From an optimization exercise on the open Yosys and OpenROAD flow, aimed at small area; shortcuts taken in it are not production practice.
Function was checked by simulation only, so behaviour that the tests miss may differ from the original.
Power and IR drop assume default switching activity.

## slpe_tx
module slpe_tx #(
    parameter integer T_FIELD   = 100,   
    parameter integer T_BACKOFF = 50,    
    parameter integer MAX_RETRY = 240,   
    parameter integer REOPEN_EVERY = 6   
) (
    input  wire        clk,
    input  wire        rst,          
    input  wire        start,        
    input  wire [15:0] size,         
    output wire [15:0] mem_addr,     
    input  wire [7:0]  mem_data,     
    input  wire        rx_valid,     
    input  wire [7:0]  rx_data,
    output wire        tx_valid,     
    output reg  [7:0]  tx_data,
    output wire        busy,         
    output wire        done,         
    output wire        ok,           
    output reg  [7:0]  retries,      
    output wire        reopen        
);
export LEC_CHECK = 0
export CAP_MARGIN = 20
export CORE_MARGIN = 2
export CORE_UTILIZATION = 80
export SLEW_MARGIN = 20
create_clock -name core_clock -period 5.0 [get_ports {clk}]
standard.sh (not shown) runs the stock make flow with config.mk's settings and CLKGATE_MAP_FILE= SYNTH_SCRIPT=/design/flow/synth_recipe.tcl, a recipe that flattens the netlist after the stock synthesis.
==> flow/flow/run.sh <==
#!/bin/bash
# Layout flow: the standard flow (standard.sh) with these changes:
#  1. synthesis maps logic with area-oriented ABC scripts (abc_area_s*.script,
#     differing only in the random seed of &deepsyn) and keeps the smallest
#     result (abc_proc.tcl); the synthesis script is otherwise the standard flow's own
#     (synth_recipe.tcl);
#  2. every port gets the smallest buffer (buf_1) instead of clkdlybuf4s50_1;
#  3. clock tree synthesis uses clkbuf_4 and inserts no dummy loads;
#  4. after global routing, cells on paths with slack to spare are downsized.
set -euo pipefail
here=$(pwd)
{ cat "$here/flow/abc_proc.tcl"; cat "$here/synth_recipe.tcl"; } > "$here/flow_synth.tcl"
sed -e "s#SYNTH_SCRIPT=[^ ]*#SYNTH_SCRIPT=$here/flow_synth.tcl#" "$here/standard.sh" > "$here/flow_standard.sh"
export FLOW_ABC_SCRIPTS="$(ls "$here"/flow/abc_area_s*.script | tr '\n' ' ')"
export BUFFER_PORTS_ARGS="-buffer_cell sky130_fd_sc_hd__buf_1"
export CTS_ARGS="-sink_clustering_enable -repair_clock_nets -dont_use_dummy_load -buf_list sky130_fd_sc_hd__clkbuf_4 -root_buf sky130_fd_sc_hd__clkbuf_4"
export RECOVER_POWER=100
bash "$here/flow_standard.sh" > "$here/flow_standard.log" 2>&1
==> flow/flow/abc_area_s2.script <==
strash
&get -n
&fraig -x
&put
scorr
dc2
strash
&get -n
&deepsyn -T 60 -S 2
&dch -f
&nf -R 1000
&put
topo
dnsize
==> flow/flow/abc_proc.tcl <==
# Map logic with area-oriented ABC scripts instead of ORFS's speed script:
# run each script of FLOW_ABC_SCRIPTS on the same netlist and keep the
# result with the smallest cell area. Every other step of the standard flow's synthesis
# is left as it is.
proc abc {args} {
  set j [lsearch $args -D]
  if {$j >= 0} { set args [lreplace $args $j [expr {$j + 1}]] }
  set lib [lindex $args [expr {[lsearch $args -liberty] + 1}]]
  yosys design -save flow_pre_abc
  set best ""
  foreach script $::env(FLOW_ABC_SCRIPTS) {
    yosys design -load flow_pre_abc
    set i [lsearch $args -script]
    yosys abc {*}[lreplace $args $i [expr {$i + 1}] -script $script]
    set s [tee -q -s result.string stat -liberty $lib]
    regexp {Chip area for module [^:]*: ([0-9.]+)} $s -> area
    puts "FLOW_ABC $script area $area"
    if {$best eq "" || $area < $best} {
      set best $area
      yosys design -save flow_best_abc
    }
  }
  yosys design -load flow_best_abc
  puts "FLOW_ABC best area $best"
}
The first run never finished: it broke off in global placement on GPL-0301.
Change:
CORE_UTILIZATION = 58   (was 80)
Now the flow finished clean; synthesized area does not change; synthesized cell count does not change.
Change:
==> flow/flow/abc_area_s0.script (new file) <==
strash
&get -n
&fraig -x
&put
scorr
dc2
strash
&get -n
&deepsyn -T 60 -S 0
&dch -f
&nf -R 1000
&put
topo
dnsize
==> flow/flow/abc_area_s1.script (new file) <==
strash
&get -n
&fraig -x
&put
scorr
dc2
strash
&get -n
&deepsyn -T 60 -S 1
&dch -f
&nf -R 1000
&put
topo
dnsize
==> flow/flow/abc_area_s3.script (new file) <==
strash
&get -n
&fraig -x
&put
scorr
dc2
strash
&get -n
&deepsyn -T 60 -S 3
&dch -f
&nf -R 1000
&put
topo
dnsize
==> flow/flow/abc_area_s4.script (new file) <==
strash
&get -n
&fraig -x
&put
scorr
dc2
strash
&get -n
&deepsyn -T 60 -S 4
&dch -f
&nf -R 1000
&put
topo
dnsize
==> flow/flow/abc_area_s5.script (new file) <==
strash
&get -n
&fraig -x
&put
scorr
dc2
strash
&get -n
&deepsyn -T 60 -S 5
&dch -f
&nf -R 1000
&put
topo
dnsize
==> flow/flow/abc_area_s6.script (new file) <==
strash
&get -n
&fraig -x
&put
scorr
dc2
strash
&get -n
&deepsyn -T 60 -S 6
&dch -f
&nf -R 1000
&put
topo
dnsize
==> flow/flow/abc_area_s7.script (new file) <==
strash
&get -n
&fraig -x
&put
scorr
dc2
strash
&get -n
&deepsyn -T 60 -S 7
&dch -f
&nf -R 1000
&put
topo
dnsize
CORE_UTILIZATION = 40   (was 58)
Core utilization falls by 20 points.
Via count fell by 1.7%.
Sequential share of layout area decreases by 0.90 points.
First-iteration DRC count fell by 36%.
Sequential power falls by 2.5%.
Non-clock buffer count is higher by 10.
Die area came out higher by 43%.
Fmax goes up by 0.62%.
Power grows by 2.9%.
Final cell count rose by 7.2%.
Change:
CORE_UTILIZATION = 65   (was 40)
removed: flow/flow/abc_area_s0.script
removed: flow/flow/abc_area_s1.script
removed: flow/flow/abc_area_s3.script
removed: flow/flow/abc_area_s4.script
removed: flow/flow/abc_area_s5.script
removed: flow/flow/abc_area_s6.script
removed: flow/flow/abc_area_s7.script
What happened: Setup slack gets better by 29 ps; register-to-register slack stays flat; final cell count decreases by 7.8%; worst hold slack gets better by 51 ps; wire length decreases by 3.5%; count of clock-buffer cells in the layout does not change; area after synthesis stays the same; combinational power decreases by about 9%; cell area decreases by 3.0%; total power decreases by 3.2%; first-iteration DRC count increases by 100%.
Change:
==> flow/flow/run.sh (replaced) <==
#!/bin/bash
# Layout flow: the standard flow (standard.sh) with three changes:
#  1. synthesis maps logic with an area-oriented ABC script (abc_area.script);
#     the synthesis script is otherwise the standard flow's own (synth_recipe.tcl);
#  2. every port gets the smallest buffer (buf_1) instead of clkdlybuf4s50_1;
#  3. clock tree synthesis uses clkbuf_4 and inserts no dummy loads.
set -euo pipefail
here=$(pwd)
{ cat "$here/flow/abc_proc.tcl"; cat "$here/synth_recipe.tcl"; } > "$here/flow_synth.tcl"
sed -e "s#SYNTH_SCRIPT=[^ ]*#SYNTH_SCRIPT=$here/flow_synth.tcl#" "$here/standard.sh" > "$here/flow_standard.sh"
export FLOW_ABC_SCRIPT="$here/flow/abc_area.script"
export BUFFER_PORTS_ARGS="-buffer_cell sky130_fd_sc_hd__buf_1"
export CTS_ARGS="-sink_clustering_enable -repair_clock_nets -dont_use_dummy_load -buf_list sky130_fd_sc_hd__clkbuf_4 -root_buf sky130_fd_sc_hd__clkbuf_4"
bash "$here/flow_standard.sh" > "$here/flow_standard.log" 2>&1
==> flow/flow/abc_area.script (new file) <==
strash
&get -n
&fraig -x
&put
scorr
dc2
strash
&get -n
&deepsyn -T 60
&dch -f
&nf -R 1000
&put
topo
dnsize
==> flow/flow/abc_proc.tcl (replaced) <==
# Map logic with the area-oriented ABC script of this flow instead of the
# speed script; every other step of the standard flow's synthesis is left as it is.
proc abc {args} {
  set i [lsearch $args -script]
  if {$i >= 0} {
    set args [lreplace $args $i [expr {$i + 1}] -script $::env(FLOW_ABC_SCRIPT)]
  }
  set j [lsearch $args -D]
  if {$j >= 0} { set args [lreplace $args $j [expr {$j + 1}]] }
  yosys abc {*}$args
}
CORE_UTILIZATION = 40   (was 65)
removed: flow/flow/abc_area_s2.script
Result: Global-route usage is lower by 13 points. Total power is higher by about a fifth. Design area is higher by a few percent. Non-clock buffer count is higher by 11. Critical path depth goes up by 1. Core utilization decreases by 28 points. Wire length went up by a few percent. Clock skew falls by 4.0 ps.
Change:
==> flow/flow/run.sh (replaced) <==
#!/bin/bash
# Layout flow: the standard flow (standard.sh) with these changes:
#  1. synthesis maps logic with area-oriented ABC scripts (abc_area_s*.script,
#     differing only in the random seed of &deepsyn) and keeps the smallest
#     result (abc_proc.tcl); the synthesis script is otherwise the standard flow's own
#     (synth_recipe.tcl);
#  2. every port gets the smallest buffer (buf_1) instead of clkdlybuf4s50_1;
#  3. clock tree synthesis uses clkbuf_4 and inserts no dummy loads;
#  4. after global routing, cells on paths with slack to spare are downsized.
set -euo pipefail
here=$(pwd)
{ cat "$here/flow/abc_proc.tcl"; cat "$here/synth_recipe.tcl"; } > "$here/flow_synth.tcl"
sed -e "s#SYNTH_SCRIPT=[^ ]*#SYNTH_SCRIPT=$here/flow_synth.tcl#" "$here/standard.sh" > "$here/flow_standard.sh"
export FLOW_ABC_SCRIPTS="$(ls "$here"/flow/abc_area_s*.script | tr '\n' ' ')"
export BUFFER_PORTS_ARGS="-buffer_cell sky130_fd_sc_hd__buf_1"
export CTS_ARGS="-sink_clustering_enable -repair_clock_nets -dont_use_dummy_load -buf_list sky130_fd_sc_hd__clkbuf_4 -root_buf sky130_fd_sc_hd__clkbuf_4"
export RECOVER_POWER=100
bash "$here/flow_standard.sh" > "$here/flow_standard.log" 2>&1
==> flow/flow/abc_area_s2.script (new file) <==
strash
&get -n
&fraig -x
&put
scorr
dc2
strash
&get -n
&deepsyn -T 60 -S 2
&dch -f
&nf -R 1000
&put
topo
dnsize
==> flow/flow/abc_proc.tcl (replaced) <==
# Map logic with area-oriented ABC scripts instead of ORFS's speed script:
# run each script of FLOW_ABC_SCRIPTS on the same netlist and keep the
# result with the smallest cell area. Every other step of the standard flow's synthesis
# is left as it is.
proc abc {args} {
  set j [lsearch $args -D]
  if {$j >= 0} { set args [lreplace $args $j [expr {$j + 1}]] }
  set lib [lindex $args [expr {[lsearch $args -liberty] + 1}]]
  yosys design -save flow_pre_abc
  set best ""
  foreach script $::env(FLOW_ABC_SCRIPTS) {
    yosys design -load flow_pre_abc
    set i [lsearch $args -script]
    yosys abc {*}[lreplace $args $i [expr {$i + 1}] -script $script]
    set s [tee -q -s result.string stat -liberty $lib]
    regexp {Chip area for module [^:]*: ([0-9.]+)} $s -> area
    puts "FLOW_ABC $script area $area"
    if {$best eq "" || $area < $best} {
      set best $area
      yosys design -save flow_best_abc
    }
  }
  yosys design -load flow_best_abc
  puts "FLOW_ABC best area $best"
}
CORE_UTILIZATION = 72   (was 40)
removed: flow/flow/abc_area.script
Cell area decreases by about 3%.
Worst hold slack improved by 35 ps.
Sequential share of layout area increases by 0.97 points.
Cell count decreases by about 7%.
Worst setup slack got worse by 48 ps.
Register-to-register slack got worse by 300 ps.
Area after synthesis decreases by about 0.43%.
Power decreases by 11%.

## separate check: timing with driven ports
The flow's constraints put no driver on any port. The routed layouts listed below were extracted and timed again, unchanged, in two steps. Step 1 assumes that a clkbuf_16 drives the clock port and a buf_2 every other input. Step 2 adds t to the input delays and takes it off the output delays; t is the mean of the earliest and latest rising clock arrival at the registers after step 1. Input paths then give back, and output paths get back, about the clock's delay inside the block. Slacks: ideal / step 1 / step 2; pairs: ideal / step 1.
| run | t, ns | setup slack, ns | latest minus earliest clock arrival (ns) | slew at the worst register clock pin (ns) | pins driven straight from the clock port |
|---|---|---|---|---|---|
| the second run | 0.423 | 0.273 / 0.246 / 0.669 | 0.020 / 0.020 | 0.10 / 0.10 | 1 |
| the third run | 0.425 | 0.303 / 0.272 / 0.697 | 0.034 / 0.034 | 0.11 / 0.11 | 1 |
| the fourth run | 0.442 | 0.331 / 0.302 / 0.719 | 0.027 / 0.027 | 0.10 / 0.10 | 1 |
| the fifth run | 0.442 | 0.248 / 0.216 / 0.657 | 0.031 / 0.031 | 0.11 / 0.11 | 1 |
| the sixth run | 0.436 | 0.200 / 0.174 / 0.489 | 0.042 / 0.042 | 0.12 / 0.12 | 1 |
After both steps setup and hold are still met in every run listed.
